Context: an optimization exercise on an open-source flow, tuned for small area and few clock cycles. The choices shown serve that exercise and are no tape-out recipe. Function was checked by simulation only, so behaviour that the tests miss may differ from the original. No activity file was given, so power comes from the tool's default toggle rates.

$ cat flow/design.v
module tic_decoder (
    input  wire        clk,
    input  wire        rst,
    input  wire        start,       
    input  wire        byte_valid,  
    input  wire [7:0]  byte_in,
    input  wire        finish,      
    input  wire        decide,      
    input  wire        in_grp,      
    input  wire        chg_clr,     
    output wire        stall,       
    output reg  [2:0]  res_kind,
    output wire        res_changed,
    input  wire [2:0]  ev_kind,
    output wire [4:0]  ev_field,
    output wire [31:0] ev_value,
    output reg  [31:0] rec_easf01,
    output reg  [31:0] rec_easf02,
    output reg  [31:0] rec_irms1,
    output reg  [31:0] rec_urms1,
    output reg  [31:0] rec_pref,
    output reg  [31:0] rec_sinsts,
    output reg  [31:0] rec_ntarf,
    output reg  [1:0]  rec_ltarf,
    output reg         peak,
    output wire [17:0] chg,
    output reg  [31:0] unk_cnt
);
    localparam [7:0] SEP = 8'h09;
    localparam [2:0] EV_UNKNOWN = 3'd4;
    localparam [2:0] EV_REJECT  = 3'd5;
    localparam [2:0] EV_ACCEPT  = 3'd6;
    localparam [1:0] LT_NONE    = 2'd0;
    localparam [1:0] LT_PEAK    = 2'd1;
    localparam [1:0] LT_OFFPEAK = 2'd2;
    wire [4:0] tag_first =
        ({5{byte_in == 8'h41}} & 5'd0) |
        ({5{byte_in == 8'h43}} & 5'd13) |
        ({5{byte_in == 8'h44}} & 5'd2) |
        ({5{byte_in == 8'h45}} & 5'd5) |
        ({5{byte_in == 8'h49}} & 5'd7) |
        ({5{byte_in == 8'h4c}} & 5'd4) |
        ({5{byte_in == 8'h4e}} & 5'd3) |
        ({5{byte_in == 8'h50}} & 5'd9) |
        ({5{byte_in == 8'h53}} & 5'd10) |
        ({5{byte_in == 8'h55}} & 5'd8) |
        ({5{byte_in == 8'h56}} & 5'd1) |
        ({5{byte_in != 8'h41 && byte_in != 8'h43 && byte_in != 8'h44 && byte_in != 8'h45 && byte_in != 8'h49 && byte_in != 8'h4c && byte_in != 8'h4e && byte_in != 8'h50 && byte_in != 8'h53 && byte_in != 8'h55 && byte_in != 8'h56}} & 5'd31);
    wire is_m = byte_in == 8'h2d;
    wire is_0 = byte_in == 8'h30;
    wire is_1 = byte_in == 8'h31;
    wire is_2 = byte_in == 8'h32;
    wire is_A = byte_in == 8'h41;
    wire is_C = byte_in == 8'h43;
    wire is_D = byte_in == 8'h44;
    wire is_E = byte_in == 8'h45;
    wire is_F = byte_in == 8'h46;
    wire is_G = byte_in == 8'h47;
    wire is_I = byte_in == 8'h49;
    wire is_M = byte_in == 8'h4d;
    wire is_N = byte_in == 8'h4e;
    wire is_R = byte_in == 8'h52;
    wire is_S = byte_in == 8'h53;
    wire is_T = byte_in == 8'h54;
    wire is_X = byte_in == 8'h58;
    wire tag_match =
        (cand == 5'd0 && pos == 4'd1 && is_D) ||
        (cand == 5'd0 && pos == 4'd2 && is_S) ||
        (cand == 5'd0 && pos == 4'd3 && is_C) ||
        (cand == 5'd1 && pos == 4'd1 && is_T) ||
        (cand == 5'd1 && pos == 4'd2 && is_I) ||
        (cand == 5'd1 && pos == 4'd3 && is_C) ||
        (cand == 5'd2 && pos == 4'd1 && is_A) ||
        (cand == 5'd2 && pos == 4'd2 && is_T) ||
        (cand == 5'd2 && pos == 4'd3 && is_E) ||
        (cand == 5'd3 && pos == 4'd1 && is_G) ||
        (cand == 5'd3 && pos == 4'd2 && is_T) ||
        (cand == 5'd3 && pos == 4'd3 && is_F) ||
        (cand == 5'd4 && pos == 4'd1 && is_T) ||
        (cand == 5'd4 && pos == 4'd2 && is_A) ||
        (cand == 5'd4 && pos == 4'd3 && is_R) ||
        (cand == 5'd4 && pos == 4'd4 && is_F) ||
        (cand == 5'd5 && pos == 4'd1 && is_A) ||
        (cand == 5'd5 && pos == 4'd2 && is_S) ||
        (cand == 5'd5 && pos == 4'd3 && is_F) ||
        (cand == 5'd5 && pos == 4'd4 && is_0) ||
        (cand == 5'd5 && pos == 4'd5 && is_1) ||
        (cand == 5'd6 && pos == 4'd1 && is_A) ||
        (cand == 5'd6 && pos == 4'd2 && is_S) ||
        (cand == 5'd6 && pos == 4'd3 && is_F) ||
        (cand == 5'd6 && pos == 4'd4 && is_0) ||
        (cand == 5'd6 && pos == 4'd5 && is_2) ||
        (cand == 5'd7 && pos == 4'd1 && is_R) ||
        (cand == 5'd7 && pos == 4'd2 && is_M) ||
        (cand == 5'd7 && pos == 4'd3 && is_S) ||
        (cand == 5'd7 && pos == 4'd4 && is_1) ||
        (cand == 5'd8 && pos == 4'd1 && is_R) ||
        (cand == 5'd8 && pos == 4'd2 && is_M) ||
        (cand == 5'd8 && pos == 4'd3 && is_S) ||
        (cand == 5'd8 && pos == 4'd4 && is_1) ||
        (cand == 5'd9 && pos == 4'd1 && is_R) ||
        (cand == 5'd9 && pos == 4'd2 && is_E) ||
        (cand == 5'd9 && pos == 4'd3 && is_F) ||
        (cand == 5'd10 && pos == 4'd1 && is_I) ||
        (cand == 5'd10 && pos == 4'd2 && is_N) ||
        (cand == 5'd10 && pos == 4'd3 && is_S) ||
        (cand == 5'd10 && pos == 4'd4 && is_T) ||
        (cand == 5'd10 && pos == 4'd5 && is_S) ||
        (cand == 5'd11 && pos == 4'd1 && is_M) ||
        (cand == 5'd11 && pos == 4'd2 && is_A) ||
        (cand == 5'd11 && pos == 4'd3 && is_X) ||
        (cand == 5'd11 && pos == 4'd4 && is_S) ||
        (cand == 5'd11 && pos == 4'd5 && is_N) ||
        (cand == 5'd12 && pos == 4'd1 && is_M) ||
        (cand == 5'd12 && pos == 4'd2 && is_A) ||
        (cand == 5'd12 && pos == 4'd3 && is_X) ||
        (cand == 5'd12 && pos == 4'd4 && is_S) ||
        (cand == 5'd12 && pos == 4'd5 && is_N) ||
        (cand == 5'd12 && pos == 4'd6 && is_m) ||
        (cand == 5'd12 && pos == 4'd7 && is_1) ||
        (cand == 5'd13 && pos == 4'd1 && is_C) ||
        (cand == 5'd13 && pos == 4'd2 && is_A) ||
        (cand == 5'd13 && pos == 4'd3 && is_S) ||
        (cand == 5'd13 && pos == 4'd4 && is_N) ||
        (cand == 5'd14 && pos == 4'd1 && is_C) ||
        (cand == 5'd14 && pos == 4'd2 && is_A) ||
        (cand == 5'd14 && pos == 4'd3 && is_S) ||
        (cand == 5'd14 && pos == 4'd4 && is_N) ||
        (cand == 5'd14 && pos == 4'd5 && is_m) ||
        (cand == 5'd14 && pos == 4'd6 && is_1) ||
        (cand == 5'd15 && pos == 4'd1 && is_R) ||
        (cand == 5'd15 && pos == 4'd2 && is_M) ||
        (cand == 5'd16 && pos == 4'd1 && is_T) ||
        (cand == 5'd16 && pos == 4'd2 && is_A) ||
        (cand == 5'd16 && pos == 4'd3 && is_R) ||
        (cand == 5'd16 && pos == 4'd4 && is_F);
    wire [7:0] alt_ch =
        ({8{cand == 5'd3 && pos == 4'd1}} & 8'h54) |
        ({8{cand == 5'd5 && pos == 4'd5}} & 8'h32) |
        ({8{cand == 5'd9 && pos == 4'd2}} & 8'h4d) |
        ({8{cand == 5'd10 && pos == 4'd1}} & 8'h4d) |
        ({8{cand == 5'd11 && pos == 4'd6}} & 8'h2d) |
        ({8{cand == 5'd13 && pos == 4'd5}} & 8'h2d);
    wire [4:0] alt_f =
        ({5{cand == 5'd3 && pos == 4'd1}} & 5'd16) |
        ({5{cand == 5'd5 && pos == 4'd5}} & 5'd6) |
        ({5{cand == 5'd9 && pos == 4'd2}} & 5'd15) |
        ({5{cand == 5'd10 && pos == 4'd1}} & 5'd11) |
        ({5{cand == 5'd11 && pos == 4'd6}} & 5'd12) |
        ({5{cand == 5'd13 && pos == 4'd5}} & 5'd14) |
        ({5{!(cand == 5'd3 && pos == 4'd1) && !(cand == 5'd5 && pos == 4'd5) && !(cand == 5'd9 && pos == 4'd2) && !(cand == 5'd10 && pos == 4'd1) && !(cand == 5'd11 && pos == 4'd6) && !(cand == 5'd13 && pos == 4'd5)}} & 5'd31);
    wire tag_end =
        (pos == 4'd3 && (cand == 5'd15)) ||
        (pos == 4'd4 && (cand == 5'd0 || cand == 5'd1 || cand == 5'd2 || cand == 5'd3 || cand == 5'd9)) ||
        (pos == 4'd5 && (cand == 5'd4 || cand == 5'd7 || cand == 5'd8 || cand == 5'd13 || cand == 5'd16)) ||
        (pos == 4'd6 && (cand == 5'd5 || cand == 5'd6 || cand == 5'd10 || cand == 5'd11)) ||
        (pos == 4'd7 && (cand == 5'd14)) ||
        (pos == 4'd8 && (cand == 5'd12));
    function is_digit;
        input [7:0] c;
        is_digit = (c[7:4] == 4'h3) && (c[3:0] <= 4'd9);
    endfunction
    function is_season;
        input [7:0] c;
        is_season = (c == "E") || (c == "H") || (c == "e") || (c == "h");
    endfunction
    reg        cut;           
    reg [1:0]  tok;           
    reg [3:0]  pos;           
    reg [4:0]  cand;          
    reg        tag_ok;        
    reg [3:0]  t1_len;        
    reg        t1_dig0;       
    reg        t1_season;     
    reg        t1_rest;       
    reg [31:0] t1_x;          
    reg        t1_ovf;        
    reg        t1_peak_m;     
    reg        t1_off_m;      
    reg        t2_13;         
    reg        t2_season;
    reg        t2_rest;
    wire       is_sep  = byte_in == SEP;
    wire       dig     = is_digit(byte_in);
    wire       first   = pos == 4'd0;
    wire [3:0] pos_inc = (pos == 4'd15) ? pos : pos + 4'd1;
    wire [31:0] x_in  = first ? 32'd0 : t1_x;
    wire [2:0]  x_lo;
    wire        x_lo_c;
    wire [32:0] x_hi;
    wire        x_hi_c;
    tic_radd #(3)  u_xlo (.a(byte_in[2:0]), .b({x_in[1:0], 1'b0}), .ci(1'b0),
                          .s(x_lo), .co(x_lo_c));
    tic_radd #(33) u_xhi (.a({1'b0, x_in}), .b({3'd0, x_in[31:2]}), .ci(x_lo_c | byte_in[3]),
                          .s(x_hi), .co(x_hi_c));
    wire [35:0] x_mul = {x_hi, x_lo};
    wire [4:0]  cand_next = first                ? tag_first :
                            tag_match             ? cand :
                            (byte_in == alt_ch)   ? alt_f : 5'd31;
    wire lit_pk_hit =
        (pos == 4'd0 && byte_in == 8'h48) ||
        (pos == 4'd1 && byte_in == 8'h45) ||
        (pos == 4'd2 && byte_in == 8'h55) ||
        (pos == 4'd3 && byte_in == 8'h52) ||
        (pos == 4'd4 && byte_in == 8'h45) ||
        (pos == 4'd5 && byte_in == 8'h20) ||
        (pos == 4'd6 && byte_in == 8'h50) ||
        (pos == 4'd7 && byte_in == 8'h4c) ||
        (pos == 4'd8 && byte_in == 8'h45) ||
        (pos == 4'd9 && byte_in == 8'h49) ||
        (pos == 4'd10 && byte_in == 8'h4e) ||
        (pos == 4'd11 && byte_in == 8'h45);
    wire lit_off_hit =
        (pos == 4'd0 && byte_in == 8'h48) ||
        (pos == 4'd1 && byte_in == 8'h45) ||
        (pos == 4'd2 && byte_in == 8'h55) ||
        (pos == 4'd3 && byte_in == 8'h52) ||
        (pos == 4'd4 && byte_in == 8'h45) ||
        (pos == 4'd5 && byte_in == 8'h20) ||
        (pos == 4'd6 && byte_in == 8'h43) ||
        (pos == 4'd7 && byte_in == 8'h52) ||
        (pos == 4'd8 && byte_in == 8'h45) ||
        (pos == 4'd9 && byte_in == 8'h55) ||
        (pos == 4'd10 && byte_in == 8'h53) ||
        (pos == 4'd11 && byte_in == 8'h45);
    wire tok_char = byte_valid && !cut && byte_in != 8'h00 && !is_sep;
    wire t1_char  = tok_char && tok == 2'd1;
    wire t2_char  = tok_char && tok == 2'd2;
    always @(posedge clk) begin
        if (start) begin
            cut    <= 1'b0;
            tok    <= 2'd0;
            pos    <= 4'd0;
            t1_len <= 4'd0;
            t2_13  <= 1'b0;
        end else if (byte_valid && !cut) begin
            if (byte_in == 8'h00) begin
                cut <= 1'b1;
            end else if (is_sep) begin
                if (tok != 2'd3)
                    tok <= tok + 2'd1;
                if (tok == 2'd0)
                    tag_ok <= tag_end;
                pos <= 4'd0;
            end else begin
                pos <= pos_inc;
                if (tok == 2'd0)
                    cand <= cand_next;
                if (tok == 2'd1)
                    t1_len <= pos_inc;
                if (tok == 2'd2)
                    t2_13 <= pos_inc == 4'd13;
            end
        end
    end
    always @(posedge clk) begin
        if (t1_char) begin
            t1_x      <= x_mul[31:0];
            t1_ovf    <= (x_mul[35:32] != 4'd0) || (!first && t1_ovf);
            t1_peak_m <= lit_pk_hit && (first || t1_peak_m);
            t1_off_m  <= lit_off_hit && (first || t1_off_m);
            t1_rest   <= first || (t1_rest && dig);
            if (first) begin
                t1_dig0   <= dig;
                t1_season <= is_season(byte_in);
            end
        end
        if (t2_char) begin
            t2_rest <= first || (t2_rest && dig);
            if (first)
                t2_season <= is_season(byte_in);
        end
    end
    reg  [32:0] est;
    reg         est_big;      
    reg  [4:0]  est_bit;
    reg         est_busy;
    wire        est_go;       
    wire [34:0] est_step;
    wire        est_c;
    tic_radd #(35) u_est (.a({1'b0, est, 1'b0}), .b({3'd0, rec_urms1[est_bit] ? rec_irms1 : 32'd0}),
                          .ci(1'b0), .s(est_step), .co(est_c));
    always @(posedge clk) begin
        if (rst || est_go || est_busy) begin
            est     <= (rst || est_go) ? 33'd0 : est_step[32:0];
            est_big <= !(rst || est_go) && (est_big || est_step[34:33] != 2'b00);
        end
        if (rst) begin
            est_busy <= 1'b0;
        end else if (est_go) begin
            est_busy <= 1'b1;
            est_bit  <= 5'd31;
        end else if (est_busy) begin
            est_bit <= est_bit - 5'd1;
            if (est_bit == 5'd0)
                est_busy <= 1'b0;
        end
    end
    wire [4:0]  f     = cand;
    wire        known = (tok == 2'd0) ? tag_end : tag_ok;
    assign stall = est_busy && in_grp && known && (f == 5'd10);
    wire        t1_digits = t1_dig0 && t1_rest;
    wire        parse_ok  = (t1_len != 4'd0) && t1_digits && !t1_ovf;
    wire [31:0] x         = t1_x;
    wire        t1_shape  = (t1_len == 4'd13) && t1_season && t1_rest;
    wire        t2_shape  = tok[1] && t2_13 && t2_season && t2_rest;
    wire        lit_peak  = t1_peak_m && (t1_len == 4'd12);
    wire        lit_off   = t1_off_m  && (t1_len == 4'd12);
    wire [32:0] e_val  = (f == 5'd8) ? {1'b0, rec_urms1} : est;
    wire [34:0] d_s;
    wire [36:0] d_lo, d_hi;
    wire        d_sc, d_loc, d_hic;
    tic_radd #(35) u_ds  (.a({3'd0, x}), .b(~{2'b00, e_val}), .ci(1'b1), .s(d_s), .co(d_sc));
    tic_radd #(37) u_dlo (.a({d_s, 2'b00}), .b({4'd0, e_val}), .ci(1'b0), .s(d_lo), .co(d_loc));
    tic_radd #(37) u_dhi (.a({4'd0, e_val}), .b(~{d_s, 2'b00}), .ci(1'b1), .s(d_hi), .co(d_hic));
    wire        near_c = !d_lo[36] && !d_hi[36];
    reg         near;
    always @(posedge clk)
        if (finish)
            near <= near_c;
    reg  [31:0] old;
    always @* begin
        case (f)
            5'd5:    old = rec_easf01;
            5'd6:    old = rec_easf02;
            5'd7:    old = rec_irms1;
            5'd8:    old = rec_urms1;
            5'd9:    old = rec_pref;
            5'd10:   old = rec_sinsts;
            default: old = rec_ntarf;
        endcase
    end
    wire numeric = (f >= 5'd5 && f <= 5'd10) || f == 5'd16;
    wire [31:0] x_old;
    wire        x_ge_old;
    tic_radd #(32) u_xold (.a(x), .b(~old), .ci(1'b1), .s(x_old), .co(x_ge_old));
    wire x_ne_old = x != old;
    reg ok;
    always @* begin
        case (f)
            5'd0:  ok = (t1_len == 4'd12) && t1_digits;
            5'd1:  ok = 1'b1;
            5'd2:  ok = t1_shape;
            5'd3:  ok = 1'b1;
            5'd4:  ok = lit_peak || lit_off;
            5'd5, 5'd6:
                   ok = parse_ok && x_ge_old;
            5'd7:  ok = parse_ok && x != 32'd0;
            5'd8:  ok = parse_ok && x > 32'd150 && (rec_urms1 == 32'd0 || near);
            5'd9:  ok = parse_ok && x != 32'd0 && x != 32'd99;
            5'd10: ok = parse_ok && !est_big && near;
            5'd11, 5'd12, 5'd13, 5'd14:
                   ok = parse_ok && t2_shape;
            5'd15: ok = (t1_len == 4'd14) && t1_digits;
            default: ok = parse_ok && x != 32'd0;
        endcase
    end
    wire [1:0] lt_new    = lit_peak ? LT_PEAK : LT_OFFPEAK;
    wire       changed   = numeric ? x_ne_old :
                           (f == 5'd4) ? (lt_new != rec_ltarf) : 1'b0;
    wire       peak_flip = (f == 5'd4) && changed && (lit_peak != peak);
    wire       upd       = decide && known && ok;
    always @* begin
        if (!known)
            res_kind = EV_UNKNOWN;
        else if (!ok)
            res_kind = EV_REJECT;
        else
            res_kind = EV_ACCEPT;
    end
    assign res_changed = known && ok && changed;
    assign est_go = upd && changed && (f == 5'd7 || f == 5'd8);
    assign ev_field = (ev_kind == EV_REJECT || ev_kind == EV_ACCEPT) ? f : 5'd0;
    assign ev_value = (ev_kind != EV_ACCEPT || f <= 5'd3 || f == 5'd15) ? 32'd0 :
                      (f == 5'd4) ? {30'd0, lt_new} : x;
    reg [8:0] chg_r;          
    assign chg = {chg_r[8:7], 5'd0, chg_r[6:0], 4'd0};
    wire       set_ok   = upd && changed;
    wire [8:0] set_bits = {set_ok && peak_flip,
                           set_ok && f == 5'd16, set_ok && f == 5'd10, set_ok && f == 5'd9,
                           set_ok && f == 5'd8,  set_ok && f == 5'd7,  set_ok && f == 5'd6,
                           set_ok && f == 5'd5,  set_ok && f == 5'd4};
    wire [31:0] x_w = x & {32{~rst}};
    always @(posedge clk) begin
        if (rst || (upd && f == 5'd5))  rec_easf01 <= x_w;
        if (rst || (upd && f == 5'd6))  rec_easf02 <= x_w;
        if (rst || (upd && f == 5'd7))  rec_irms1  <= x_w;
        if (rst || (upd && f == 5'd8))  rec_urms1  <= x_w;
        if (rst || (upd && f == 5'd9))  rec_pref   <= x_w;
        if (rst || (upd && f == 5'd10)) rec_sinsts <= x_w;
        if (rst || (upd && f == 5'd16)) rec_ntarf  <= x_w;
    end
    wire        unk_inc_en = decide && !known;
    wire [32:0] unk_c;
    assign unk_c[0] = unk_inc_en;
    genvar k;
    generate
        for (k = 0; k < 32; k = k + 1) begin : g_unk
            assign unk_c[k + 1] = unk_c[k] & unk_cnt[k];
        end
    endgenerate
    always @(posedge clk)
        unk_cnt <= (unk_cnt ^ unk_c[31:0]) & {32{~rst}};
    always @(posedge clk) begin
        if (rst) begin
            rec_ltarf <= LT_NONE;
            peak      <= 1'b0;
            chg_r     <= 9'd0;
        end else begin
            chg_r <= (chg_clr ? 9'd0 : chg_r) | set_bits;
            if (upd && f == 5'd4)
                rec_ltarf <= lt_new;
            if (upd && peak_flip)
                peak <= lit_peak;
        end
    end
endmodule
module tic_radd #(parameter W = 8) (
    input  wire [W-1:0] a,
    input  wire [W-1:0] b,
    input  wire         ci,
    output wire [W-1:0] s,
    output wire         co
);
    wire [W:0] c;
    assign c[0] = ci;
    genvar i;
    generate
        for (i = 0; i < W; i = i + 1) begin : g_bit
            assign c[i + 1] = (a[i] & b[i]) | (a[i] & c[i]) | (b[i] & c[i]);
        end
    endgenerate
    assign s  = a ^ b ^ c[W-1:0];
    assign co = c[W];
endmodule
module tic_rx (
    input  wire        clk,
    input  wire        rst,
    input  wire        in_valid,
    input  wire [7:0]  in_data,
    output wire        in_ready,
    input  wire        chg_clr,
    output reg         ev_valid,
    output reg  [2:0]  ev_kind,
    output wire [4:0]  ev_field,
    output reg         ev_changed,
    output wire [31:0] ev_value,
    output wire [31:0] rec_easf01,
    output wire [31:0] rec_easf02,
    output wire [31:0] rec_irms1,
    output wire [31:0] rec_urms1,
    output wire [31:0] rec_pref,
    output wire [31:0] rec_sinsts,
    output wire [31:0] rec_ntarf,
    output wire [1:0]  rec_ltarf,
    output wire        peak,
    output wire [17:0] chg,
    output wire [31:0] unk_cnt
);
    localparam [7:0] SOF = 8'h02;
    localparam [7:0] SOG = 8'h0A;
    localparam [7:0] EOG = 8'h0D;
    localparam [2:0] EV_OVERFLOW = 3'd1;
    localparam [2:0] EV_SHORT    = 3'd2;
    localparam [2:0] EV_CKFAIL   = 3'd3;
    reg        in_grp;                  
    reg        sof_seen;
    reg  [5:0] cursor;                  
    reg  [5:0] sum;                     
    reg  [7:0] last;                    
    reg  [7:0] prev;                    
    reg        dec_p;                   
    wire       stall;
    assign in_ready = !stall;
    wire       take     = in_valid && !stall;
    wire [7:0] expect_ck = {1'b0, sum[5], ~sum[5], sum[4:0]};
    wire       is_eog   = in_data == EOG;
    wire       start    = take && !in_grp && sof_seen && in_data == SOG;
    wire       store    = take && in_grp && !is_eog;
    wire       grp_end  = take && in_grp && is_eog;
    wire       is_short = cursor[5:3] == 3'd0;
    wire       ck_ok    = last == expect_ck;
    wire       finish   = grp_end && !is_short && ck_ok;
    wire       feed     = store && cursor[5:1] != 5'd0;
    wire       dstart   = store && cursor == 6'd1;
    wire       ovf      = store && cursor == 6'd62;
    wire [2:0]  res_kind;
    wire        res_changed;
    wire [31:0] dec_value;
    tic_decoder u_dec (
        .clk        (clk),
        .rst        (rst),
        .start      (dstart),
        .byte_valid (feed),
        .byte_in    (prev),
        .finish     (finish),
        .decide     (dec_p),
        .in_grp     (in_grp),
        .chg_clr    (chg_clr),
        .stall      (stall),
        .res_kind   (res_kind),
        .res_changed(res_changed),
        .ev_kind    (ev_kind),
        .ev_field   (ev_field),
        .ev_value   (dec_value),
        .rec_easf01 (rec_easf01),
        .rec_easf02 (rec_easf02),
        .rec_irms1  (rec_irms1),
        .rec_urms1  (rec_urms1),
        .rec_pref   (rec_pref),
        .rec_sinsts (rec_sinsts),
        .rec_ntarf  (rec_ntarf),
        .rec_ltarf  (rec_ltarf),
        .peak       (peak),
        .chg        (chg),
        .unk_cnt    (unk_cnt)
    );
    assign ev_value = (ev_kind == EV_CKFAIL) ? {16'd0, 2'b00, cursor, expect_ck, last} :
                      (ev_kind == EV_SHORT)  ? {26'd0, cursor} : dec_value;
    always @(posedge clk) begin
        if (rst) begin
            in_grp   <= 1'b0;
            sof_seen <= 1'b0;
            ev_valid <= 1'b0;
            dec_p    <= 1'b0;
        end else begin
            ev_valid <= dec_p;
            dec_p    <= finish;
            if (take && !in_grp && in_data == SOF)
                sof_seen <= 1'b1;
            if (start)
                in_grp <= 1'b1;
            if (grp_end || ovf) begin
                in_grp   <= 1'b0;
                ev_valid <= !finish;
            end
        end
    end
    always @(posedge clk) begin
        if (grp_end)
            ev_kind <= is_short ? EV_SHORT : EV_CKFAIL;
        else if (ovf)
            ev_kind <= EV_OVERFLOW;
        else if (dec_p)
            ev_kind <= res_kind;
        ev_changed <= dec_p && res_changed;
        if (start) begin
            cursor <= 6'd0;
            sum    <= 6'd0;
        end else if (store) begin
            if (cursor != 6'd0)
                sum <= sum + last[5:0];
            cursor <= cursor + 6'd1;
        end
        if (store) begin
            last <= in_data;
            prev <= last;
        end
    end
endmodule
$ cat flow/flow/run.sh
#!/bin/bash
# The standard layout (standard.sh), changed in three ways:
#  - synthesis maps the logic with a stronger ABC area script (flow/area.abc);
#    everything else in synthesis, the registers included, is the standard flow's own;
#  - the port buffers are the smallest buffer cell;
#  - the clock tree uses larger sink clusters and no dummy loads.
set -euo pipefail
here=$PWD
export FLOW_SYNTH_TCL=$here/synth_recipe.tcl
export TIC_ABC_SCRIPT=$here/flow/area.abc
export BUFFER_PORTS_ARGS="-buffer_cell sky130_fd_sc_hd__buf_1"
export CTS_ARGS="-sink_clustering_enable -repair_clock_nets -sink_clustering_size 26 -sink_clustering_max_diameter 120 -dont_use_dummy_load"
sed "s#SYNTH_SCRIPT=[^ ]*#SYNTH_SCRIPT=$here/flow/abc_synth.tcl#" standard.sh > flow_standard.sh
grep -q "SYNTH_SCRIPT=$here/flow/abc_synth.tcl" flow_standard.sh
bash flow_standard.sh > standard.log 2>&1
$ cat flow/flow/abc_synth.tcl
# The standard flow's synthesis script, with ABC's technology mapping run on the area script
# named by TIC_ABC_SCRIPT instead of ORFS's abc_area.script (combinational logic only).
proc abc {args} {
  set i [lsearch $args -script]
  if {$i >= 0} { lset args [expr {$i + 1}] $::env(TIC_ABC_SCRIPT) }
  yosys abc {*}$args
}
source $::env(FLOW_SYNTH_TCL)
$ cat flow/flow/area.abc
strash
&get -n
&fraig -x
&put
scorr
dc2
strash
dch -f
map -a
mfs2
strash
dch -f
map -a
mfs2
strash
dch -f
map -a
mfs2
strash
dch -f
map -a
mfs2
strash
dch -f
map -a
topo
stime -c
dnsize -c
$ cat flow/standard.sh
#!/bin/bash
# synth_recipe.tcl (not shown) runs the flow's synth.tcl, then flattens the netlist and writes it again
# the make line also repeats each setting of config.mk as NAME=value (left out here)
make -C /OpenROAD-flow-scripts/flow DESIGN_CONFIG=/design/flow/config.mk WORK_HOME=/design/flow/orfs CLKGATE_MAP_FILE= SYNTH_SCRIPT=/design/flow/synth_recipe.tcl "${@:-finish}"
$ cat flow/config.mk
export PLATFORM = sky130hd
export DESIGN_NAME = tic_rx
export DESIGN_NICKNAME = tic_rx
export VERILOG_FILES = /design/flow/design.v
export SDC_FILE = /design/flow/constraint.sdc
export NUM_CORES = 4
export LEC_CHECK = 0
export ABC_AREA = 1
export CAP_MARGIN = 20
export CORE_MARGIN = 2
export CORE_UTILIZATION = 40
export SLEW_MARGIN = 20
$ cat flow/constraint.sdc
create_clock -name core_clock -period 20.0 [get_ports {clk}]
set_input_delay 4.0000 -clock core_clock [delete_from_list [all_inputs] [get_ports {clk}]]
set_output_delay 4.0000 -clock core_clock [all_outputs]
set_load 0.01 [all_outputs]
==> metrics.yaml, run 1 <==
grt_max_degree: 52
post-cts-setup-buffer-count: 0
cp.depth: 41
regToRegEndpoint: "u_dec.est_big$_DFFE_PP_"
critPathLaunchType: "flop"
antenna_cells: 0
timing.rr.start: "u_dec.est_bit[0]$_SDFFCE_PP1P_"
synth_area_leaders: "edfxtp_1 46%, fa_1 8.7%, dfxtp_1 6.9%"
io_pins: 332
critPathKind: "flop to flop"
holdBufCountCts: 0
setup_violations: 0
yosysMostFrequentCell: "nor2_1"
fin_ws_ns: 3.67
gp_congestion: 0.966
via_per_inst: 5.71
relSlewSlack_pct: 22.8
status: "timing/DRC/antenna clean"
fill_cells: 5072
grt_first_pass_wirelength_microns: 114000
critPathLaunch: "u_dec.est_bit[0]$_SDFFCE_PP1P_"
whs_path_depth: 2
dp_hpwl_microns: 59700
drive_gt1_share_pct: 2.87
irDropWorstVdd_mv: 0.0502
die_h_microns: 235
endpoint_kind: "flop"
yosysTopAreaCell: "edfxtp_1"
syn_area_sq_mm: 0.0214
synthArstFlopShare_pct: 0
antenna_found_initial: 0
tritoncts: "done"
slew_violations: 0
synth_top_area_share_pct: 46.2
rr_worst_depth: 41
placed_area_sq_mm: 0.0238
dieWidth_microns: 235
clk_pin_slew_ns: 0.12
cp_num_buf_inv: 1
synth_cell_type_count: 42
endpoint: "u_dec.est_big$_DFFE_PP_"
core-area_sq_mm: 0.0527
clock-sinks: 403
hold_class: "flop to flop"
r2r_slack_ns: 3.67
worstPathArrival_ns: 16.68
synth_edf_count: 329
required_ns: 20.35
drtPass1Iterations: 6
drc: 0
max_stage_delay_ns: 0.74
grt-ovfl-total: 0
finalSetupTns_ns: 0
start_util_pct: 40.6
crit_path_max_fanout: 19
finClkSkew_ns: 0.114
hold_violations: 0
min_from: "u_dec.t1_len[2]$_SDFFE_PP0P_"
p_leak_nw: 8.67
synth_commonest_cells: "360 x nor2_1, 345 x clkinv_1, 329 x edfxtp_1"
worst_path_max_delay_cell: "o22ai_2"
first_iter_violations: 1650
worst_pin_slew_ns: 1.13
nets: 2635
rsz0062_at_grt: "no"
timing.final.crit_share_pct: 81.7
synth_area_per_cell_sq_um: 10.3
ys_seq_elements: 403
track_usage_pct: 27.4
crit_path_frequent_cell: "fa_1"
cts_max_path_buffers: 3
ys_seq_area_share_pct: 53.2
cts_inserted_buffers: 20
area.growth.synth_to_final_pct: 13.6
root_buffer: "clkbuf_16"
port_buffers: 322
synth_cells: 2068
synth_warnings: 2
ant_nets: 0
h-tree-depth: 1
finalCriticalPeriod_ns: 16.33
dp_slack_ns: 3.66
rows: 84
dieArea_sq_mm: 0.0553
vias: 17900
ys.flop_type: "edfxtp_1"
grt_pass1_vias: 17600
cap_violations: 0
routed_wl_microns: 77700
design_area_sq_mm: 0.0243
postCtsResizedCells: 0
clock.fmax_mhz: 61.2
clock_latency_ns: 0.58
power_density_mw_per_mm2: 64.2
cp_top_family: "adder cells"
wl_per_cell_microns: 24.8
through the flow:
stage / power, mW / hold WS (ns) / utilization (%) / cells
2_1_floorplan: 1.07 / 0.434 / - / 2076
3_3_place_gp: 1.12 / 0.449 / 45.1 / 3105
3_5_place_dp: 1.13 / 0.460 / 45.1 / 3107
4_1_cts: 1.57 / 0.480 / 46.1 / 3127
5_1_grt: 1.61 / 0.503 / 46.1 / 3127
6_report: 1.56 / 0.476 / 46.1 / 3127
how the worst min path moves through the flow:
| stage | end |
|---|---|
| 3_5_place_dp | sof_seen$_SDFFE_PP0P_ |
| 3_3_place_gp | u_dec.cut$_SDFFE_PP0P_ |
| 6_report | u_dec.t1_len[2]$_SDFFE_PP0P_ |
| 4_1_cts | u_dec.chg_r[1]$_SDFF_PP0_ |
| 5_1_grt | sof_seen$_SDFFE_PP0P_ |
| 2_1_floorplan | u_dec.t1_len[2]$_SDFFE_PP0P_ |
layer usage:
layer | wire length, microns | track usage [%] | share of wire, % | up-vias
met1 | 31700 | 36.6 | 41 | 8892
met5 | 0 | 0 | 0 | -
met2 | 37600 | 46.2 | 48 | 841
met3 | 6310 | 4.74 | 8.1 | 108
li1 | - | - | - | 8014
met4 | 2100 | 6.69 | 2.7 | 0
flip-flops by register name, indices dropped and copies added (netlist names), 3 cells and up:
name	cells
u_dec.rec_ntarf	32
u_dec.est	33
u_dec.rec_urms1	32
u_dec.rec_easf01	32
last	8
u_dec.rec_irms1	32
cursor	6
u_dec.est_bit	5
prev	8
u_dec.rec_easf02	32
u_dec.pos	4
sum	6
u_dec.cand	5
u_dec.t1_x	32
u_dec.chg_r	9
u_dec.rec_sinsts	32
u_dec.t1_len	4
u_dec.unk_cnt	32
ev_kind	3
u_dec.rec_pref	32
worst reg2reg max path, delay by kind of cell, from the launching register on:
family                     cells  cell delay [ns]
buffers and inverters          1             0.27
DFF                            1             0.63
adders and majority gates     32            13.49
AOI/OAI and AO/OA              2             0.83
and+or+nand+nor                6             0.86
where the power goes:
| part | switching (mW) | total, mW | internal (mW) |
|---|---|---|---|
| Combinational | 0.104 | 0.155 | 0.0514 |
| Clock | 0.268 | 0.448 | 0.180 |
| Sequential | 0.0207 | 0.955 | 0.934 |
logic make-up (layout without fill, tap and decap cells):
family          count (synthesis)  after routing  share of synthesized area [%]
buf+inv                       354            717                           6.38
compound gates                471            471                           13.7
simple gates                  649            649                           12.4
flops                         403            403                           53.2
xor+xnor                        8              8                          0.328
fa+ha+maj                     182            182                           13.9
other cells                     1              9                         0.0176
layout by cell type (no fill, tap or decap), types with 4 or more instances in the layout:
cell type and n:
a2111oi_0 5, a211oi_1 8, a21oi_1 162, a221oi_1 9, a22oi_1 80, a31oi_1 12
a32oi_1 8, buf_1 321, buf_4 28, clkbuf_16 20, clkinv_1 344, conb_1 9
dfxtp_1 74, edfxtp_1 329, fa_1 93, ha_1 89, nand2_1 163, nand3_1 38
nand4_1 25, nor2_1 354, nor2_4 4, nor3_1 34, nor4_1 21, o2111ai_1 14
o211ai_1 5, o21a_1 4, o21ai_0 69, o21ai_4 6, o221ai_1 11, o22ai_1 60
o32ai_1 4, xor2_1 6
final cells by class:
| class | count | area (sq um) | area share (%) |
|---|---|---|---|
| well taps | 688 | 861 | 3.55 |
| clock buffers | 20 | 500 | 2.06 |
| multi-input cells | 1319 | 8790 | 36.2 |
| flip-flops and latches | 403 | 11400 | 46.8 |
| repair buffers | 352 | 1460 | 6.01 |
| inverters | 345 | 1290 | 5.34 |
Testbench counts, summed over its fixed seeds: cycles 20,863.
==> run 2, diff against run 1 <==
--- a/flow/design.v
+++ b/flow/design.v
@@ -306,35 +306,32 @@
     wire        t2_shape  = tok[1] && t2_13 && t2_season && t2_rest;
     wire        lit_peak  = t1_peak_m && (t1_len == 4'd12);
     wire        lit_off   = t1_off_m  && (t1_len == 4'd12);
-    wire [32:0] e_val  = (f == 5'd8) ? {1'b0, rec_urms1} : est;
+    reg  [32:0] old;
+    always @* begin
+        case (f)
+            5'd5:    old = {1'b0, rec_easf01};
+            5'd6:    old = {1'b0, rec_easf02};
+            5'd7:    old = {1'b0, rec_irms1};
+            5'd8:    old = {1'b0, rec_urms1};
+            5'd9:    old = {1'b0, rec_pref};
+            5'd10:   old = decide ? {1'b0, rec_sinsts} : est;
+            default: old = {1'b0, rec_ntarf};
+        endcase
+    end
     wire [34:0] d_s;
     wire [36:0] d_lo, d_hi;
     wire        d_sc, d_loc, d_hic;
-    tic_radd #(35) u_ds  (.a({3'd0, x}), .b(~{2'b00, e_val}), .ci(1'b1), .s(d_s), .co(d_sc));
-    tic_radd #(37) u_dlo (.a({d_s, 2'b00}), .b({4'd0, e_val}), .ci(1'b0), .s(d_lo), .co(d_loc));
-    tic_radd #(37) u_dhi (.a({4'd0, e_val}), .b(~{d_s, 2'b00}), .ci(1'b1), .s(d_hi), .co(d_hic));
+    tic_radd #(35) u_ds  (.a({3'd0, x}), .b(~{2'b00, old}), .ci(1'b1), .s(d_s), .co(d_sc));
+    tic_radd #(37) u_dlo (.a({d_s, 2'b00}), .b({4'd0, old}), .ci(1'b0), .s(d_lo), .co(d_loc));
+    tic_radd #(37) u_dhi (.a({4'd0, old}), .b(~{d_s, 2'b00}), .ci(1'b1), .s(d_hi), .co(d_hic));
     wire        near_c = !d_lo[36] && !d_hi[36];
     reg         near;
     always @(posedge clk)
         if (finish)
             near <= near_c;
-    reg  [31:0] old;
-    always @* begin
-        case (f)
-            5'd5:    old = rec_easf01;
-            5'd6:    old = rec_easf02;
-            5'd7:    old = rec_irms1;
-            5'd8:    old = rec_urms1;
-            5'd9:    old = rec_pref;
-            5'd10:   old = rec_sinsts;
-            default: old = rec_ntarf;
-        endcase
-    end
-    wire numeric = (f >= 5'd5 && f <= 5'd10) || f == 5'd16;
-    wire [31:0] x_old;
-    wire        x_ge_old;
-    tic_radd #(32) u_xold (.a(x), .b(~old), .ci(1'b1), .s(x_old), .co(x_ge_old));
-    wire x_ne_old = x != old;
+    wire numeric  = (f >= 5'd5 && f <= 5'd10) || f == 5'd16;
+    wire x_ge_old = !d_s[34];
+    wire x_ne_old = d_s != 35'd0;
     reg ok;
     always @* begin
         case (f)
==> run 2 against run 1 <==
Design area is 3.1% lower; hold slack worse by 0.015 ns; fmax down 13%; wire length down 3.3%; synthesized cell count shrank 5.7%; clock-buffer cell count is 1 lower; area after synthesis is 3.4% lower; via count decreased by 3.0%; power is 2.8% lower; critical path depth rose by 14; clock skew shrank 0.077 ns; core utilization shrank 0.17 points; largest cell class unchanged; largest power group unchanged; highest routed layer unchanged.
==> metrics.yaml, run 2 <==
status: "timing/DRC/antenna clean"
synth_top_area_share_pct: 47.9
multiInputGateArea_sq_mm: 0.00820
nets: 2484
finalPower_mw: 1.51
top_register: "u_dec.est"
slew_violations: 0
antenna_found_initial: 0
yosysMostFrequentCell: "nor2_1"
routed_wl_microns: 75100
synth_edf_count: 329
grt_first_pass_wirelength_microns: 110000
synth_warnings: 2
die_h_microns: 231
via_per_inst: 5.77
crit_path_frequent_cell: "fa_1"
critPathKind: "flop to flop"
irDropWorstVdd_mv: 0.0456
clk_pin_slew_ns: 0.11
tritoncts: "done"
crit_path_max_fanout: 24
start_util_pct: 40.3
dieWidth_microns: 231
ys_seq_area_share_pct: 55.1
area.growth.synth_to_final_pct: 14.0
root_buffer: "clkbuf_16"
required_ns: 20.26
worst_pin_slew_ns: 0.910
ant_nets: 0
worst_path_max_delay_cell: "nand2_2"
internal_power_mw: 1.15
synth_cells: 1951
first_iter_violations: 1896
setup_violations: 0
ys_seq_elements: 403
power_density_mw_per_mm2: 64.4
synth_area_leaders: "edfxtp_1 48%, fa_1 9.0%, dfxtp_1 7.2%"
h-tree-depth: 1
wl_per_cell_microns: 25.0
synth_area_per_cell_sq_um: 10.6
fill_cells: 4883
finClkSkew_ns: 0.0366
io_pins: 332
track_usage_pct: 27.5
p_leak_nw: 8.29
dieArea_sq_mm: 0.0534
post-cts-setup-buffer-count: 0
core-area_sq_mm: 0.0512
rsz0062_at_grt: "no"
cts_max_path_buffers: 3
rr_worst_depth: 55
swShare_pct: 24.3
synthArstFlopShare_pct: 0
hold_violations: 0
grt-ovfl-total: 0
port_buffers: 322
pwr-share-clk_pct: 28.4
final_common_cell: "nor2_1"
regArea_sq_mm: 0.0114
whs_path_depth: 2
timing.final.crit_share_pct: 94.4
yosysTopAreaCell: "edfxtp_1"
dp_hpwl_microns: 57600
rows: 83
switchingPower_mw: 0.368
max_stage_delay_ns: 0.56
grt_pass1_vias: 16800
clock_latency_ns: 0.56
syn_area_sq_mm: 0.0206
design_area_sq_mm: 0.0235
synth_cell_type_count: 44
antenna_cells: 0
drc: 0
ys.flop_type: "edfxtp_1"
cts_inserted_buffers: 19
combPwrFrac_pct: 8.3
worstPathArrival_ns: 19.13
hold_class: "flop to flop"
finalCriticalPeriod_ns: 18.87
placed_area_sq_mm: 0.0230
critPathLaunchType: "flop"
clock.fmax_mhz: 53.0
drtPass1Iterations: 5
cap_violations: 0
final_cell_mix: "368 x nor2_1, 329 x edfxtp_1, 321 x buf_1"
finalSetupTns_ns: 0
synth_commonest_cells: "373 x nor2_1, 329 x edfxtp_1, 307 x clkinv_1"
relSlewSlack_pct: 38.8
drive_gt1_share_pct: 3.06
seqPwrFrac_pct: 63.3
holdBufCountCts: 0
endpoint_kind: "flop"
largest_register_ffs: 33
clock-sinks: 403
vias: 17300
postCtsResizedCells: 0
grt_max_degree: 54
gp_congestion: 0.956
-- run 2: changes by cell type in the layout (fill, tap and decap cells not counted), sizes merged, moves of 16 or more --
cell | before | now
a21oi | 162 | 91
a221oi | 9 | 39
clkinv | 344 | 307
ha | 89 | 56
nand2 | 165 | 147
nand3 | 38 | 54
o21ai | 75 | 92
-- run 2: kinds of logic after synthesis --
family,after synthesis,share of synthesized area [%]
fa+ha+maj,149,12.4
simple gates,660,13.2
compound gates,414,13.0
flops,403,55.1
other cells,1,0.0182
xor+xnor,6,0.255
mux,2,0.0971
buf+inv,316,5.91
-- run 2: through the flow --
step	hold WS, ns	worst slack, ns	instances	utilization, %
after CTS	0.460	1.14	3000	45.9
after global placement	0.434	1.24	2979	44.9
final	0.461	1.13	3001	45.9
after floorplan	0.420	0.120	1959	-
after detailed placement	0.445	1.18	2981	44.9
after global routing	0.490	0.115	3001	45.9
-- run 2: metal layers --
metal  vias to the layer above  global-route usage (%)  share of wire [%]
li1                       7641                       -                  -
met2                       969                    46.1                 48
met3                       141                    4.69                9.3
met5                         -                       0                  0
met1                      8574                    36.9                 40
met4                         0                    8.02                3.1
-- run 2: final timing paths --
kind	start	slack [ns]	end
max	u_dec.cand[4]$_DFFE_PP_	1.13	u_dec.est[11]$_SDFFCE_PP0P_
max reg2reg	u_dec.cand[4]$_DFFE_PP_	1.13	u_dec.est[11]$_SDFFCE_PP0P_
min reg2reg	sof_seen$_SDFFE_PP0P_	0.46	sof_seen$_SDFFE_PP0P_
min	sof_seen$_SDFFE_PP0P_	0.46	sof_seen$_SDFFE_PP0P_
-- run 2: power by group through the flow --
stage / Clock [mW] / Combinational [mW] / Sequential, mW
2_1_floorplan: 0 / 0.0671 / 0.979
3_3_place_gp: 0 / 0.122 / 0.977
3_5_place_dp: 0 / 0.125 / 0.977
4_1_cts: 0.435 / 0.126 / 0.958
5_1_grt: 0.461 / 0.139 / 0.961
6_report: 0.429 / 0.126 / 0.959
-- run 2: critical path: cells and delay by family (launching register included) --
kind	cells	cell delay [ns]
adders and majority gates	33	13.47
and+or+nand+nor	11	2.86
buffers and inverters	7	1.10
AOI/OAI and AO/OA	4	0.64
DFF	1	0.49
-- run 2: area by class of cell --
class / instances / area share (%)
Inverter: 307 / 4.90
Tap cell: 680 / 3.62
Timing Repair Buffer: 352 / 6.24
Clock buffer: 19 / 2.02
Multi-Input combinational cell: 1240 / 34.9
Sequential cell: 403 / 48.3
Testbench counts of run 2, summed over its fixed seeds: cycles 20,863.
==> run 3, diff against run 2 <==
--- a/flow/design.v
+++ b/flow/design.v
@@ -184,16 +184,18 @@
     wire       dig     = is_digit(byte_in);
     wire       first   = pos == 4'd0;
     wire [3:0] pos_inc = (pos == 4'd15) ? pos : pos + 4'd1;
-    wire [31:0] x_in  = first ? 32'd0 : t1_x;
+    wire        t1_char;
+    wire [31:0] x_in  = (first && t1_char) ? 32'd0 : t1_x;
     wire [2:0]  x_lo;
     wire        x_lo_c;
-    wire [32:0] x_hi;
-    wire        x_hi_c;
+    wire [32:0] add_b;
+    wire [32:0] add_s;
+    wire        add_co;
     tic_radd #(3)  u_xlo (.a(byte_in[2:0]), .b({x_in[1:0], 1'b0}), .ci(1'b0),
                           .s(x_lo), .co(x_lo_c));
-    tic_radd #(33) u_xhi (.a({1'b0, x_in}), .b({3'd0, x_in[31:2]}), .ci(x_lo_c | byte_in[3]),
-                          .s(x_hi), .co(x_hi_c));
-    wire [35:0] x_mul = {x_hi, x_lo};
+    tic_radd #(33) u_add (.a({1'b0, x_in}), .b(add_b), .ci(t1_char ? (x_lo_c | byte_in[3]) : 1'b1),
+                          .s(add_s), .co(add_co));
+    wire [35:0] x_mul = {add_s, x_lo};
     wire [4:0]  cand_next = first                ? tag_first :
                             tag_match             ? cand :
                             (byte_in == alt_ch)   ? alt_f : 5'd31;
@@ -224,7 +226,7 @@
         (pos == 4'd10 && byte_in == 8'h53) ||
         (pos == 4'd11 && byte_in == 8'h45);
     wire tok_char = byte_valid && !cut && byte_in != 8'h00 && !is_sep;
-    wire t1_char  = tok_char && tok == 2'd1;
+    assign t1_char = tok_char && tok == 2'd1;
     wire t2_char  = tok_char && tok == 2'd2;
     always @(posedge clk) begin
         if (start) begin
@@ -318,10 +320,10 @@
             default: old = {1'b0, rec_ntarf};
         endcase
     end
-    wire [34:0] d_s;
+    assign add_b = t1_char ? {3'd0, x_in[31:2]} : ~old;
+    wire [34:0] d_s = {{2{~add_co}}, add_s};
     wire [36:0] d_lo, d_hi;
-    wire        d_sc, d_loc, d_hic;
-    tic_radd #(35) u_ds  (.a({3'd0, x}), .b(~{2'b00, old}), .ci(1'b1), .s(d_s), .co(d_sc));
+    wire        d_loc, d_hic;
     tic_radd #(37) u_dlo (.a({d_s, 2'b00}), .b({4'd0, old}), .ci(1'b0), .s(d_lo), .co(d_loc));
     tic_radd #(37) u_dhi (.a({4'd0, old}), .b(~{d_s, 2'b00}), .ci(1'b1), .s(d_hi), .co(d_hic));
     wire        near_c = !d_lo[36] && !d_hi[36];
==> run 3 against run 2 <==
Critical path depth rose by 9; final cell count rose by 4.6%; first-iteration DRC count fell by 3.7%; wire length rose by 4.1%; via count rose by 3.8%; clock power barely moved; fmax fell by 2.4%; die area fell by 0.56%; sequential cell count did not move; core utilization rose by 1.8 points; hold slack got worse by 0.0039 ns; largest power group unchanged; still clean on timing, DRC and antenna; clock skew rose by 0.0064 ns.
==> metrics.yaml, run 3 <==
max_stage_delay_ns: 0.40
clock_latency_ns: 0.55
final_common_cell: "nor2_1"
start_util_pct: 40.7
critPathKind: "input pin to flop"
ys_seq_elements: 403
die_h_microns: 230
synth_cell_type_count: 39
cts_inserted_buffers: 19
timing.rr.start: "u_dec.cand[3]$_DFFE_PP_"
wl_met3_microns: 6890
critPathLaunch: "in_data[4]"
cap_violations: 0
grt_pass1_vias: 17600
antenna_cells: 0
final_cell_mix: "359 x nor2_1, 330 x clkinv_1, 329 x edfxtp_1"
root_buffer: "clkbuf_16"
worst_path_max_delay_cell: "fa_1"
design_area_sq_mm: 0.0240
hold_violations: 0
drc: 0
grt_max_degree: 53
tritoncts: "done"
largest_register_ffs: 33
min_from: "sof_seen$_SDFFE_PP0P_"
hold_class: "flop to flop"
ys_seq_area_share_pct: 55.4
setup_violations: 0
clock-sinks: 403
rows: 82
grt_first_pass_wirelength_microns: 114000
finalSetupTns_ns: 0
dieArea_sq_mm: 0.0531
synth_commonest_cells: "372 x nor2_1, 335 x clkinv_1, 329 x edfxtp_1"
crit_path_max_fanout: 21
synth_top_area_share_pct: 48.2
area.growth.synth_to_final_pct: 17.2
h-tree-depth: 1
route.top_layer_used: "met4"
ant_nets: 0
regArea_sq_mm: 0.0114
irDropWorstVdd_mv: 0.0564
status: "timing/DRC/antenna clean"
wl_per_cell_microns: 24.9
first_iter_violations: 1825
yosysTopAreaCell: "edfxtp_1"
track_usage_pct: 28.9
dieWidth_microns: 230
ys.flop_type: "edfxtp_1"
drtPass1Iterations: 5
slew_violations: 0
p_leak_nw: 8.42
cts_max_path_buffers: 3
synth_area_leaders: "edfxtp_1 48%, dfxtp_1 7.2%, nor2_1 6.8%"
finalCriticalPeriod_ns: 19.34
critPathLaunchType: "input pin"
gp_congestion: 0.980
hold-worst-slack_ns: 0.457
placed_area_sq_mm: 0.0235
synth_cells: 2051
drive_gt1_share_pct: 6.00
worst_pin_slew_ns: 1.02
syn_area_sq_mm: 0.0205
power_density_mw_per_mm2: 63.1
port_buffers: 322
core-area_sq_mm: 0.0504
timing.final.crit_share_pct: 96.7
crit_path_frequent_cell: "fa_1"
wl_met2_microns: 36200
utilization_pct: 47.7
yosysMostFrequentCell: "nor2_1"
synthArstFlopShare_pct: 0
io_pins: 332
vias: 18000
via_per_inst: 5.73
top_register: "u_dec.est"
relSlewSlack_pct: 31.9
holdBufCountCts: 0
grt-ovfl-total: 0
synth_edf_count: 329
clock.fmax_mhz: 51.7
dp_hpwl_microns: 60200
finClkSkew_ns: 0.0430
routed_wl_microns: 78200
synth_area_per_cell_sq_um: 10.0
synth_warnings: 2
multiInputGateArea_sq_mm: 0.00810
wl_met1_microns: 32200
antenna_found_initial: 0
endpoint_kind: "flop"
required_ns: 20.40
worstPathArrival_ns: 19.74
clk_pin_slew_ns: 0.12
nets: 2600
fill_cells: 4735
[run 3: cell count changes after synthesis, sizes merged, moves of 7 or more]
cell / before / now
o21ai: 92 / 147
a221oi: 39 / 9
o2111ai: 19 / 11
nand2: 147 / 219
o211ai: 8 / 15
fa: 93 / 64
clkinv: 307 / 335
o22ai: 50 / 41
a21oi: 91 / 77
nor4: 17 / 24
nand3: 54 / 29
a22oi: 67 / 85
nor3: 33 / 58
[run 3: cell families after synthesis]
family	count (synthesis)	synth area share [%]
and+or+nand+nor	729	14.5
AOI/OAI and AO/OA	442	13.5
DFF	403	55.4
buffers and inverters	344	6.46
adders and majority gates	118	9.54
xor gates and xnor gates	12	0.512
muxes	2	0.0976
other	1	0.0183
[run 3: where the power goes]
part           total (mW)  switching, mW  internal (mW)
clock network       0.432          0.260          0.172
logic               0.130         0.0859         0.0442
registers           0.955         0.0223          0.933
[run 3: final cells by class]
cell class / instances / share of cell area [%]
Clock buffer: 19 / 1.98
Inverter: 335 / 5.29
Multi-Input combinational cell: 1312 / 33.7
Sequential cell: 403 / 47.3
Tap cell: 672 / 3.50
Timing Repair Buffer: 399 / 8.28
[run 3: repair_timing]
item / CTS / global route
endpoints found under the setup margin: 34 / 318
buffers inserted: 0 / 1
pin swaps: 0 / 6
resized for setup: 1 / 24
[run 3: final timing paths]
check | depth (start not counted) | slack, ns | endpoint
setup / recovery | 64 | 0.66 | u_dec.est[0]$_SDFFCE_PP0P_
hold / removal | 2 | 0.46 | sof_seen$_SDFFE_PP0P_
setup reg to reg | 71 | 1.66 | u_dec.est[0]$_SDFFCE_PP0P_
hold reg to reg | 2 | 0.46 | sof_seen$_SDFFE_PP0P_
[run 3: per-stage QoR]
| stage | setup WS (ns) | cells | total power [mW] |
|---|---|---|---|
| 2_1_floorplan | 0.0242 | 2059 | 1.04 |
| 3_3_place_gp | -0.354 | 3120 | 1.10 |
| 3_5_place_dp | -0.578 | 3120 | 1.10 |
| 4_1_cts | 0.0173 | 3139 | 1.52 |
| 5_1_grt | -0.0366 | 3140 | 1.56 |
| 6_report | 0.659 | 3140 | 1.52 |
[run 3: routing by layer]
layer / vias up / GRT usage (%)
li1: 8017 / -
met1: 8863 / 39.9
met2: 955 / 46.7
met3: 155 / 4.19
met4: 0 / 10.3
met5: - / 0
[run 3: worst max-delay path: cells and delay by family]
family	cells	cell delay [ns]
AOI/OAI and AO/OA	2	0.16
buffers and inverters	10	0.92
adders and majority gates	35	12.37
and+or+nand+nor	17	2.23
Testbench counts of run 3, summed over its fixed seeds: cycles 20,863.
==> run 4, diff against run 3 <==
--- a/flow/design.v
+++ b/flow/design.v
@@ -328,9 +328,12 @@
     tic_radd #(37) u_dhi (.a({4'd0, old}), .b(~{d_s, 2'b00}), .ci(1'b1), .s(d_hi), .co(d_hic));
     wire        near_c = !d_lo[36] && !d_hi[36];
     reg         near;
+    reg         ge_r;         
     always @(posedge clk)
-        if (finish)
+        if (finish) begin
             near <= near_c;
+            ge_r <= x_ge_old;
+        end
     wire numeric  = (f >= 5'd5 && f <= 5'd10) || f == 5'd16;
     wire x_ge_old = !d_s[34];
     wire x_ne_old = d_s != 35'd0;
@@ -343,7 +346,7 @@
             5'd3:  ok = 1'b1;
             5'd4:  ok = lit_peak || lit_off;
             5'd5, 5'd6:
-                   ok = parse_ok && x_ge_old;
+                   ok = parse_ok && ge_r;
             5'd7:  ok = parse_ok && x != 32'd0;
             5'd8:  ok = parse_ok && x > 32'd150 && (rec_urms1 == 32'd0 || near);
             5'd9:  ok = parse_ok && x != 32'd0 && x != 32'd99;
@@ -368,7 +371,7 @@
             res_kind = EV_ACCEPT;
     end
     assign res_changed = known && ok && changed;
-    assign est_go = upd && changed && (f == 5'd7 || f == 5'd8);
+    assign est_go = upd && (f == 5'd7 || f == 5'd8);
     assign ev_field = (ev_kind == EV_REJECT || ev_kind == EV_ACCEPT) ? f : 5'd0;
     assign ev_value = (ev_kind != EV_ACCEPT || f <= 5'd3 || f == 5'd15) ? 32'd0 :
                       (f == 5'd4) ? {30'd0, lt_new} : x;
==> run 4 against run 3 <==
Still clean; first-iteration DRC count up 0.93%; power up 0.74%; core utilization down 0.97 points; critical path type unchanged; largest cell class unchanged; largest power group unchanged; highest routed layer unchanged.
==> metrics.yaml, run 4 <==
core-area_sq_mm: 0.0504
yosysTopAreaCell: "edfxtp_1"
yosysMostFrequentCell: "nor2_1"
vias: 17800
ys_seq_area_share_pct: 55.5
first_iter_violations: 1842
antenna_cells: 0
critPathLaunchType: "input pin"
pwr-share-clk_pct: 29.4
synth_top_area_share_pct: 48.3
drive_gt1_share_pct: 4.07
synth_xor_area_share_pct: 0.427
ys.flop_type: "edfxtp_1"
hold_violations: 0
worst_path_max_delay_cell: "fa_1"
hold_class: "flop to flop"
setup_violations: 0
synth_cell_type_count: 40
worstPathArrival_ns: 19.71
synth_commonest_cells: "366 x nor2_1, 339 x clkinv_1, 330 x edfxtp_1"
antenna_found_initial: 0
synth_cells: 2047
synth_compound_area_share_pct: 13.8
fill_cells: 4835
synth_warnings: 2
cts_inserted_buffers: 20
io_pins: 332
wl_per_cell_microns: 25.2
final_common_cell: "nor2_1"
track_usage_pct: 28.9
nets: 2564
top_register: "u_dec.est"
slew_violations: 0
area.growth.synth_to_final_pct: 14.8
clock-sinks: 404
p_leak_nw: 8.16
grt_first_pass_wirelength_microns: 113000
root_buffer: "clkbuf_16"
gp_congestion: 0.972
dieArea_sq_mm: 0.0531
synth_simple_gate_area_share_pct: 14.2
synth_area_per_cell_sq_um: 10.0
finClkSkew_ns: 0.0703
timing.final.crit_share_pct: 96.7
swShare_pct: 24.7
start_util_pct: 40.7
synth_adder_area_share_pct: 9.48
switchingPower_mw: 0.377
synth_mux_area_share_pct: 0
cap_violations: 0
finalPower_mw: 1.53
dp_hpwl_microns: 59600
cts_max_path_buffers: 3
drtPass1Iterations: 7
required_ns: 20.37
internal_power_mw: 1.15
clock.fmax_mhz: 51.7
grt_pass1_vias: 17100
worst_pin_slew_ns: 1.08
max_stage_delay_ns: 0.45
combPwrFrac_pct: 8.0
via_per_inst: 5.72
irDropWorstVdd_mv: 0.0742
synth_top_family_by_area: "simple AND/OR/NAND/NOR gates"
crit_path_max_fanout: 4
power_density_mw_per_mm2: 64.9
endpoint_kind: "flop"
synth_edf_count: 330
seqPwrFrac_pct: 62.6
rr_worst_depth: 63
grt_max_degree: 74
crit_path_frequent_cell: "fa_1"
port_buffers: 322
status: "timing/DRC/antenna clean"
grt-ovfl-total: 0
finalCriticalPeriod_ns: 19.34
critPathKind: "input pin to flop"
synthArstFlopShare_pct: 0
ant_nets: 0
clk_pin_slew_ns: 0.10
final_cell_mix: "359 x nor2_1, 335 x clkinv_1, 330 x edfxtp_1"
clock_latency_ns: 0.58
ys_seq_elements: 404
routed_wl_microns: 78300
multiInputGateArea_sq_mm: 0.00797
syn_area_sq_mm: 0.0205
utilization_pct: 46.7
synth_area_leaders: "edfxtp_1 48%, dfxtp_1 7.2%, nor2_1 6.7%"
rows: 82
h-tree-depth: 1
relSlewSlack_pct: 27.9
drc: 0
dieWidth_microns: 230
largest_register_ffs: 33
whs_path_depth: 2
die_h_microns: 230
tritoncts: "done"
regArea_sq_mm: 0.0114
-- run 4: cell type report --
| class | count | share of cell area [%] |
|---|---|---|
| Inverter | 339 | 5.43 |
| Timing Repair Buffer | 367 | 6.66 |
| Tap cell | 672 | 3.57 |
| Clock buffer | 20 | 2.13 |
| Multi-Input combinational cell | 1303 | 33.8 |
| Sequential cell | 404 | 48.4 |
-- run 4: repair_timing --
item,4_1_cts,5_1_grt
buffers inserted,0,1
resized for setup,0,13
hold buffers,0,0
endpoints found under the setup margin,0,11
-- run 4: worst paths after layout --
check	from	slack, ns	end
max	in_data[4]	0.66	u_dec.chg_r[8]$_SDFF_PP0_
min	sof_seen$_SDFFE_PP0P_	0.45	sof_seen$_SDFFE_PP0P_
max reg2reg	u_dec.cand[4]$_DFFE_PP_	1.59	u_dec.chg_r[8]$_SDFF_PP0_
min reg2reg	sof_seen$_SDFFE_PP0P_	0.45	sof_seen$_SDFFE_PP0P_
-- run 4: critical path: cells and delay by family --
kind / cells / cell delay, ns
fa+ha+maj: 34 / 12.74
simple gates: 16 / 2.10
buf+inv: 6 / 0.58
compound gates: 3 / 0.27
-- run 4: cell families (layout without fill, tap and decap cells) --
group | after synthesis | after routing
xor gates and xnor gates | 10 | 10
and+or+nand+nor | 717 | 717
AOI/OAI and AO/OA | 450 | 450
adders and majority gates | 117 | 117
buffers and inverters | 348 | 726
DFF | 404 | 404
other | 1 | 9
-- run 4: power by group through the flow --
stage               Sequential (mW)  Combinational (mW)  Clock (mW)
floorplan                     0.978              0.0597           0
global placement              0.976               0.118           0
detailed placement            0.976               0.120           0
CTS                           0.957               0.120       0.456
global route                  0.960               0.133       0.479
finish                        0.958               0.122       0.449
-- run 4: metal layers --
layer	vias up	wire [microns]	track usage [%]
met4	0	3190	10.6
met1	8702	30800	38.2
met5	-	0	0
met3	139	6830	4.68
met2	991	37500	47.9
li1	7924	-	-
-- run 4: metrics by stage --
step / setup WS, ns / TNS, ns / instances / hold WS [ns] / instance area [sq um]
after floorplan: 0.0668 / 0 / 2055 / 0.419 / 20600
after global placement: 0.0819 / 0 / 3083 / 0.438 / 23000
after detailed placement: -0.262 / -2.34 / 3084 / 0.439 / 23000
after CTS: 0.310 / 0 / 3104 / 0.454 / 23500
after global routing: -0.0244 / -0.0352 / 3105 / 0.476 / 23500
final: 0.661 / 0 / 3105 / 0.451 / 23500
Testbench counts of run 4, summed over its fixed seeds: cycles 20,863.

[what the ideal ports hide]
Ports are ideal in the flow. The routed layouts listed here were re-timed in OpenROAD. Step 1, drivers: a clkbuf_16 drives clk and a buf_2 each remaining input, both assumed. Step 2 also shifts input and output timing later by t, the mid clock arrival at the registers, as if the neighbouring blocks saw the same clock. Three values: ideal, step 1, step 2; two values: the first two.
run	shift t [ns]	slack for setup (ns)	latest minus earliest clock arrival (ns)
run 1	0.583	3.665 / 3.665 / 3.665	0.115 / 0.115
run 2	0.598	1.126 / 1.126 / 1.126	0.036 / 0.036
run 3	0.589	0.659 / 0.698 / 0.109	0.043 / 0.043
run 4	0.605	0.661 / 0.700 / 0.095	0.070 / 0.070
After both steps setup and hold are still met in every run listed. The setup slack of run 4, which loses most, moves by +0.039 ns with the drivers and by -0.566 ns with both steps.
